Source: an optimization exercise on an open RTL-to-GDS flow (aim: small area). Production flows keep margins and buffers that such runs may drop.

==> flow/design.v <==
module hdspbus (
    input  wire        clk,
    input  wire        rst,         
    input  wire        cmd_valid,
    output wire        cmd_ready,
    input  wire [31:0] cmd,
    output wire [15:0] status,
    output reg  [7:0]  a_out,
    output reg  [7:0]  d_out,
    output reg         d_oe,
    input  wire [7:0]  d_in,
    output reg  [7:0]  ce_n,
    output reg         wr_n,
    output reg         rd_n
);
    reg        errseen;
    reg  [2:0] lasterr;
    reg        tr;
    reg  [7:0] rdata;
    reg  [2:0] br;
    reg        fe, be, cl;
    reg  [7:0] streq;
    reg  [63:0] fmap;
    reg        busy;
    reg  [4:0] c;         
    reg  [1:0] kind;      
    reg  [2:0] mod;       
    assign cmd_ready = ~busy;
    assign status    = {rdata, 2'b00, tr, lasterr, errseen, busy};
    wire [3:0] op = cmd[31:28];
    wire [3:0] sp = cmd[27:24];
    wire [7:0] ts = cmd[23:16];
    wire op_wrreg  = (op == 4'h1);
    wire op_rdreg  = (op == 4'h2);
    wire op_wrlog  = (op == 4'h3);
    wire op_wrpos  = (op == 4'h4);
    wire op_bri    = (op == 4'h5);
    wire op_fe     = (op == 4'h6);
    wire op_be     = (op == 4'h7);
    wire op_cl     = (op == 4'h8);
    wire op_self   = (op == 4'h9);
    wire op_rdtest = (op == 4'hA);
    wire op_ldfmap = (op == 4'hB);
    wire op_flash  = (op == 4'hC);
    wire op_set    = op_bri | op_fe | op_be | op_cl;
    wire nz_sp    = |sp;
    wire nz_ts    = |ts;
    wire nz_ts_hi = |ts[7:3];
    wire nz_ad_hi = |cmd[15:11];
    wire nz_ad    = nz_ad_hi | (|cmd[10:8]);
    wire nz_dt_hi = |cmd[7:3];
    wire nz_dt    = nz_dt_hi | (|cmd[2:0]);
    wire nz_2718  = nz_sp | nz_ts | nz_ad;
    wire ts_all   = &ts;
    wire illegal =
        (op == 4'h0) || (op[3:2] == 2'b11 && op[1:0] != 2'b00) ||
        ((op_wrreg || op_ldfmap) && nz_sp) ||
        (op_rdreg  && (nz_sp || nz_dt)) ||
        (op_wrlog  && (sp[3] || (sp[2] && sp[1:0] != 2'b00))) ||
        (op_wrpos  && (sp != 4'd3) && (sp != 4'd4)) ||
        (op_bri    && (nz_2718 || nz_dt_hi)) ||
        ((op_fe || op_be || op_cl) && (nz_2718 || nz_dt_hi || (|cmd[2:1]))) ||
        (op_self   && (nz_sp || nz_ad || (|cmd[7:1]))) ||
        (op_rdtest && (nz_sp || nz_ad || nz_dt)) ||
        (op_flash  && (nz_2718 || nz_dt));
    wire bad_target = ((op_wrreg || op_wrlog) && nz_ts_hi && !ts_all) ||
                      ((op_rdreg || op_self || op_rdtest) && nz_ts_hi);
    wire bad_pos    = op_wrpos && (|cmd[23:14]);
    reg  ix_bad;
    always @(*) begin
        case (sp[2:0])
            3'd0, 3'd2: ix_bad = nz_ad;
            3'd1:       ix_bad = nz_ad_hi || (cmd[10:8] == 3'd7);
            default:    ix_bad = nz_ad_hi;
        endcase
    end
    wire bad_index  = (op_wrlog && ix_bad) || (op_ldfmap && (nz_ts || nz_ad_hi));
    wire [2:0] err = illegal    ? 3'd1 :
                     bad_target ? 3'd2 :
                     bad_pos    ? 3'd3 :
                     bad_index  ? 3'd4 : 3'd0;
    wire ok     = !illegal && !bad_target && !bad_pos && !bad_index;
    wire accept = !rst && cmd_valid && !busy;
    wire okacc  = accept && ok;
    wire go     = okacc && !op_ldfmap;    
    wire acc_rd = op_rdreg || op_rdtest;
    wire go_w   = go && !acc_rd;
    wire uniform = (streq == 8'h00) || (streq == 8'hFF);
    wire lin = op_wrlog || op_wrpos;
    wire raw = op_wrreg || op_rdreg;
    wire ctl = op_set || op_self || op_rdtest;
    wire [7:0] acc_addr;
    assign acc_addr[7:6] = raw ? cmd[15:14] : 2'b00;
    assign acc_addr[5]   = raw ? cmd[13] : lin ? ~sp[2] : ctl;
    assign acc_addr[4]   = raw ? cmd[12] : lin ?  sp[1] : ctl;
    assign acc_addr[3]   = raw ? cmd[11] : lin ?  sp[0] : 1'b0;
    assign acc_addr[2:0] = (raw || lin) ? cmd[10:8] : 3'b000;
    wire dat = op_wrreg || op_wrlog || op_wrpos;
    wire [7:0] acc_data;
    assign acc_data[7]   = dat ? cmd[7] : op_cl ? cmd[0] : op_flash ? 1'b0 : cl;
    assign acc_data[6]   = dat ? cmd[6] : op_self ? cmd[0] : op_flash ? 1'b0 : streq[0];
    assign acc_data[5]   = dat & cmd[5];
    assign acc_data[4]   = dat ? cmd[4] : op_be ? cmd[0] : op_flash ? 1'b0 : be;
    assign acc_data[3]   = dat ? cmd[3] : op_fe ? cmd[0] : op_flash ? 1'b0 : fe;
    assign acc_data[2:1] = (dat || op_bri) ? cmd[2:1] : op_flash ? 2'b00 : br[2:1];
    assign acc_data[0]   = (dat || op_bri) ? cmd[0] : op_flash ? fmap[63] : br[0];
    wire w_ce_on  = (c == 5'd0);
    wire w_wr_lo  = (c == 5'd1);
    wire w_wr_hi  = (c == 5'd11);
    wire w_ce_off = (c == 5'd12);
    wire w_end    = (c == 5'd13);
    wire r_oe_lo  = (c == 5'd14);
    wire r_ce_on  = (c == 5'd16);
    wire r_rd_lo  = (c == 5'd17);
    wire r_sample = (c == 5'd25);
    wire r_rd_hi  = (c == 5'd26);
    wire r_ce_off = (c == 5'd27);
    wire r_oe_hi  = (c == 5'd29);
    wire r_end    = (c == 5'd30);
    wire flash  = kind[1] & ~kind[0];
    wire permod = kind[1] &  kind[0];
    wire all    = ~kind[1] & kind[0] & ~c[4];    
    wire test   = kind[0];
    wire cyc_end = busy && (w_end || r_end);
    wire ce_on   = busy && (w_ce_on || r_ce_on);
    wire ce_off  = busy && (w_ce_off || r_ce_off);
    wire [2:0] col  = a_out[2:0];
    wire [2:0] col1 = {(col[1] & col[0]) ? ~col[2] : col[2], col[0] ? ~col[1] : col[1], ~col[0]};
    wire       more = (flash && (col != 3'd7)) || ((flash || permod) && (mod != 3'd0));
    wire       adv  = busy && w_ce_off && (permod || (flash && col == 3'd7));
    wire       nxt  = cyc_end && more;
    wire       fnxt = nxt && flash;
    wire       pnxt = nxt && !flash;
    wire       fbit = fmap[~{mod, col1}];
    wire [7:0] cmd_r = rst ? 8'h00 : cmd[7:0];    
    always @(posedge clk) begin
        errseen <= !rst && (errseen || (accept && !ok));
        busy    <= !rst && (go || (busy && !(cyc_end && !more)));
        wr_n    <= rst || (busy && w_wr_hi) || (wr_n && !(busy && w_wr_lo));
        rd_n    <= rst || (busy && r_rd_hi) || (rd_n && !(busy && r_rd_lo));
        d_oe    <= rst || (busy && r_oe_hi) || (d_oe && !(busy && r_oe_lo));
    end
    always @(posedge clk)
        if (rst || accept)
            lasterr <= rst ? 3'd0 : err;
    always @(posedge clk)
        if (rst || (busy && r_sample))
            rdata <= rst ? 8'h00 : d_in;
    always @(posedge clk)
        if (rst || (busy && r_sample && test))
            tr <= !rst && d_in[5];
    always @(posedge clk)
        if (rst || (okacc && op_bri))
            br <= cmd_r[2:0];
    always @(posedge clk)
        if (rst || (okacc && op_fe))
            fe <= cmd_r[0];
    always @(posedge clk)
        if (rst || (okacc && op_be))
            be <= cmd_r[0];
    always @(posedge clk)
        if (rst || (okacc && op_cl))
            cl <= cmd_r[0];
    genvar gk;
    generate
        for (gk = 0; gk < 8; gk = gk + 1) begin : g_sh
            always @(posedge clk)
                if (rst || (okacc && op_self && ts[2:0] == gk))
                    streq[gk] <= cmd_r[0];
            always @(posedge clk)
                if (rst || (okacc && op_ldfmap && cmd[10:8] == gk))
                    fmap[gk*8 +: 8] <= cmd_r;
            always @(posedge clk)
                if (rst || ce_on || ce_off)
                    ce_n[gk] <= !(ce_on && !rst && (all || mod == gk));
        end
    endgenerate
    always @(posedge clk)
        if (rst || go)
            a_out[7:3] <= rst ? 5'd0 : acc_addr[7:3];
    always @(posedge clk)
        if (rst || go || fnxt)
            a_out[2:0] <= rst ? 3'd0 : busy ? col1 : acc_addr[2:0];
    always @(posedge clk)
        if (rst || go_w) begin
            d_out[7]   <= rst ? 1'b0 : acc_data[7];
            d_out[5:1] <= rst ? 5'd0 : acc_data[5:1];
        end
    always @(posedge clk)
        if (rst || go_w || pnxt)
            d_out[6] <= rst ? 1'b0 : busy ? streq[mod] : acc_data[6];
    always @(posedge clk)
        if (rst || go_w || fnxt)
            d_out[0] <= rst ? 1'b0 : busy ? fbit : acc_data[0];
    always @(posedge clk) begin
        if (!busy) begin
            kind[1] <= op_flash || (op_set && !uniform);
            kind[0] <= op_rdtest || ((op_wrreg || op_wrlog) && ts_all) || op_set;
        end
    end
    always @(posedge clk)
        if (!busy || adv)
            mod <= busy ? {(mod[1] & mod[0]) ? ~mod[2] : mod[2], mod[0] ? ~mod[1] : mod[1], ~mod[0]} :
                   op_wrpos ? cmd[13:11] : (op_set || op_flash) ? 3'd0 : ts[2:0];
    always @(posedge clk)
        c <= (busy && !cyc_end) ? c + 5'd1 : {1'b0, {3{!busy && acc_rd}}, 1'b0};
endmodule
Settings: LEC_CHECK=0, CAP_MARGIN=20, CORE_MARGIN=2, CORE_UTILIZATION=40, PLACE_DENSITY=0.6, SLEW_MARGIN=20; clock period 10.0 ns.
standard.sh (not shown) runs the stock make flow with config.mk's settings and CLKGATE_MAP_FILE= SYNTH_SCRIPT=/design/flow/synth_recipe.tcl, a recipe that flattens the netlist after the stock synthesis.
==> flow/flow/run.sh <==
#!/bin/bash
# Layout flow: the standard synthesis, then an area-oriented re-mapping
# of the combinational logic only (every flip-flop instance is kept exactly
# as the standard synthesis made it), then the standard layout steps.
# The re-mapping runs ABC's &deepsyn with four seeds in parallel; each result
# is checked for combinational equivalence with the standard netlist (the
# flip-flops cut into inputs and outputs and matched by instance name) and
# the smallest proven one is used; if none is proven the standard netlist
# is kept.  Port buffers use the smallest buffer; the clock tree uses
# clkbuf_8 without dummy loads.
# Logs: synth.log, reopt_yosys_<seed>.log, reopt_check_<seed>.log,
# reopt.log, standard.log (make), and the ORFS logs under orfs/logs.
set -u
export BUFFER_PORTS_ARGS="-buffer_cell sky130_fd_sc_hd__buf_1"
export CTS_ARGS="-sink_clustering_enable -repair_clock_nets -dont_use_dummy_load -buf_list sky130_fd_sc_hd__clkbuf_4 -sink_clustering_size 10 -sink_clustering_max_diameter 30"

bash standard.sh synth > synth.log 2>&1 || exit 1

R=orfs/results/${FLOW_PLATFORM}/hdspbus/base
LIB=${FLOW_HOME}/platforms/sky130hd/lib/sky130_fd_sc_hd__tt_025C_1v80.lib
YOSYS=yosys
command -v yosys > /dev/null || YOSYS=${FLOW_HOME}/../tools/install/yosys/bin/yosys
DU=""
for c in sky130_fd_sc_hd__probe_p_8 sky130_fd_sc_hd__probec_p_8 sky130_fd_sc_hd__lpflow_bleeder_1 \
    sky130_fd_sc_hd__lpflow_clkbufkapwr_1 sky130_fd_sc_hd__lpflow_clkbufkapwr_16 sky130_fd_sc_hd__lpflow_clkbufkapwr_2 \
    sky130_fd_sc_hd__lpflow_clkbufkapwr_4 sky130_fd_sc_hd__lpflow_clkbufkapwr_8 sky130_fd_sc_hd__lpflow_clkinvkapwr_1 \
    sky130_fd_sc_hd__lpflow_clkinvkapwr_16 sky130_fd_sc_hd__lpflow_clkinvkapwr_2 sky130_fd_sc_hd__lpflow_clkinvkapwr_4 \
    sky130_fd_sc_hd__lpflow_clkinvkapwr_8 sky130_fd_sc_hd__lpflow_decapkapwr_12 sky130_fd_sc_hd__lpflow_decapkapwr_3 \
    sky130_fd_sc_hd__lpflow_decapkapwr_4 sky130_fd_sc_hd__lpflow_decapkapwr_6 sky130_fd_sc_hd__lpflow_decapkapwr_8 \
    sky130_fd_sc_hd__lpflow_inputiso0n_1 sky130_fd_sc_hd__lpflow_inputiso0p_1 sky130_fd_sc_hd__lpflow_inputiso1n_1 \
    sky130_fd_sc_hd__lpflow_inputiso1p_1 sky130_fd_sc_hd__lpflow_inputisolatch_1 sky130_fd_sc_hd__lpflow_isobufsrc_1 \
    sky130_fd_sc_hd__lpflow_isobufsrc_16 sky130_fd_sc_hd__lpflow_isobufsrc_2 sky130_fd_sc_hd__lpflow_isobufsrc_4 \
    sky130_fd_sc_hd__lpflow_isobufsrc_8 sky130_fd_sc_hd__lpflow_isobufsrckapwr_16 \
    sky130_fd_sc_hd__lpflow_lsbuf_lh_hl_isowell_tap_1 sky130_fd_sc_hd__lpflow_lsbuf_lh_hl_isowell_tap_2 \
    sky130_fd_sc_hd__lpflow_lsbuf_lh_hl_isowell_tap_4 sky130_fd_sc_hd__lpflow_lsbuf_lh_isowell_4 \
    sky130_fd_sc_hd__lpflow_lsbuf_lh_isowell_tap_1 sky130_fd_sc_hd__lpflow_lsbuf_lh_isowell_tap_2 \
    sky130_fd_sc_hd__lpflow_lsbuf_lh_isowell_tap_4; do DU="$DU -dont_use $c"; done

cp $R/1_2_yosys.v std_1_2_yosys.v
mkdir -p reopt
python3 flow/cut.py std_1_2_yosys.v reopt/g.v

remap() {  # seed
  local s=$1
  sed "s/@SEED@/$s/" flow/area.abc.in > reopt/area_$s.abc
  cat > reopt/reopt_$s.ys <<Y
read_liberty -ignore_miss_func $LIB
blackbox sky130_fd_sc_hd__dfxtp_1 sky130_fd_sc_hd__edfxtp_1
read_verilog std_1_2_yosys.v
hierarchy -top ${FLOW_TOP}
flatten
opt -purge
abc -liberty $LIB $DU -script reopt/area_$s.abc
opt_clean -purge
setundef -zero
hilomap -singleton -hicell sky130_fd_sc_hd__conb_1 HI -locell sky130_fd_sc_hd__conb_1 LO
splitnets
opt_clean -purge
stat -liberty $LIB
write_verilog -noexpr -nohex -nodec -noattr reopt/new_$s.v
Y
  cat > reopt/check_$s.ys <<Y
read_liberty -ignore_miss_func $LIB
read_verilog reopt/g.v
rename ${FLOW_TOP} gold
read_verilog reopt/n_$s.v
rename ${FLOW_TOP} gate
flatten gold gate
miter -equiv -flatten -make_assert gold gate miter
hierarchy -top miter
sat -verify -prove-asserts miter
Y
  $YOSYS -s reopt/reopt_$s.ys > reopt_yosys_$s.log 2>&1 \
    && python3 flow/cut.py reopt/new_$s.v reopt/n_$s.v \
    && $YOSYS -s reopt/check_$s.ys > reopt_check_$s.log 2>&1 \
    && grep 'Chip area' reopt_yosys_$s.log | tail -1 | awk '{print $NF}' > reopt/area_$s.txt
}
for s in 1 2 3 4; do remap $s & done
wait

best=""; barea=""
for s in 1 2 3 4; do
  if [[ -s reopt/area_$s.txt ]]; then
    a=$(cat reopt/area_$s.txt)
    echo "seed $s: $a um2, proven equivalent" >> reopt.log
    if [[ -z "$best" ]] || awk "BEGIN{exit !($a < $barea)}"; then best=$s; barea=$a; fi
  else
    echo "seed $s: no proven result" >> reopt.log
  fi
done
if [[ -n "$best" ]]; then
  echo "using seed $best ($barea um2)" >> reopt.log
  cp reopt/new_$best.v $R/1_2_yosys.v
  rm -f $R/1_synth.odb $R/1_synth.sdc
else
  echo "re-mapping not used" >> reopt.log
fi

bash standard.sh > standard.log 2>&1
Other scripts of this flow, unchanged in this note and not shown: flow/flow/area.abc.in, flow/flow/cut.py
Rerun with:
--- a/flow/flow/run.sh
+++ b/flow/flow/run.sh
@@ -14,3 +14,3 @@
 export BUFFER_PORTS_ARGS="-buffer_cell sky130_fd_sc_hd__buf_1"
-export CTS_ARGS="-sink_clustering_enable -repair_clock_nets -dont_use_dummy_load -buf_list sky130_fd_sc_hd__clkbuf_4 -sink_clustering_size 10 -sink_clustering_max_diameter 30"
+export CTS_ARGS="-sink_clustering_enable -repair_clock_nets -dont_use_dummy_load -buf_list sky130_fd_sc_hd__clkbuf_4 -sink_clustering_size 8 -sink_clustering_max_diameter 40"
 
Effect: The new run finished with timing, DRC and antenna clean; wire length came out higher by 2.5%; final area is about the same; sequential share of layout area barely changes; non-clock buffer count is lower by 1; count of clock-buffer cells in the layout does not change; via count rises by 1.5%.
No functional check of the RTL was part of any run of this note.

==> static timing again, ports no longer ideal <==
The results above use ideal ports. As a check the final layouts listed here were re-extracted and re-timed, cells and wires unchanged.
Step 1: set_driving_cell puts a clkbuf_16 on clk and a buf_2 on each other input, an assumption about the parent block.
Step 2 moves the port delays by t, midway between the first and last clock arrival at a register: inputs arrive t later, outputs are due t later. That takes back most of the time a late clock gives input paths.
Three values: no drivers, after step 1, after step 2; two values: the first two.
run	t (ns)	setup slack, ns	worst setup path after step 2	worst register clock-pin slew, ns
the first run	0.559	4.584 / 4.598 / 4.038	input to register	0.12 / 0.12
the second run	0.565	4.509 / 4.519 / 3.954	input to register	0.12 / 0.12
After both steps every run listed still meets setup and hold. The setup slack of the second run, which loses most, moves by +0.010 ns with the drivers and by -0.555 ns with both steps.
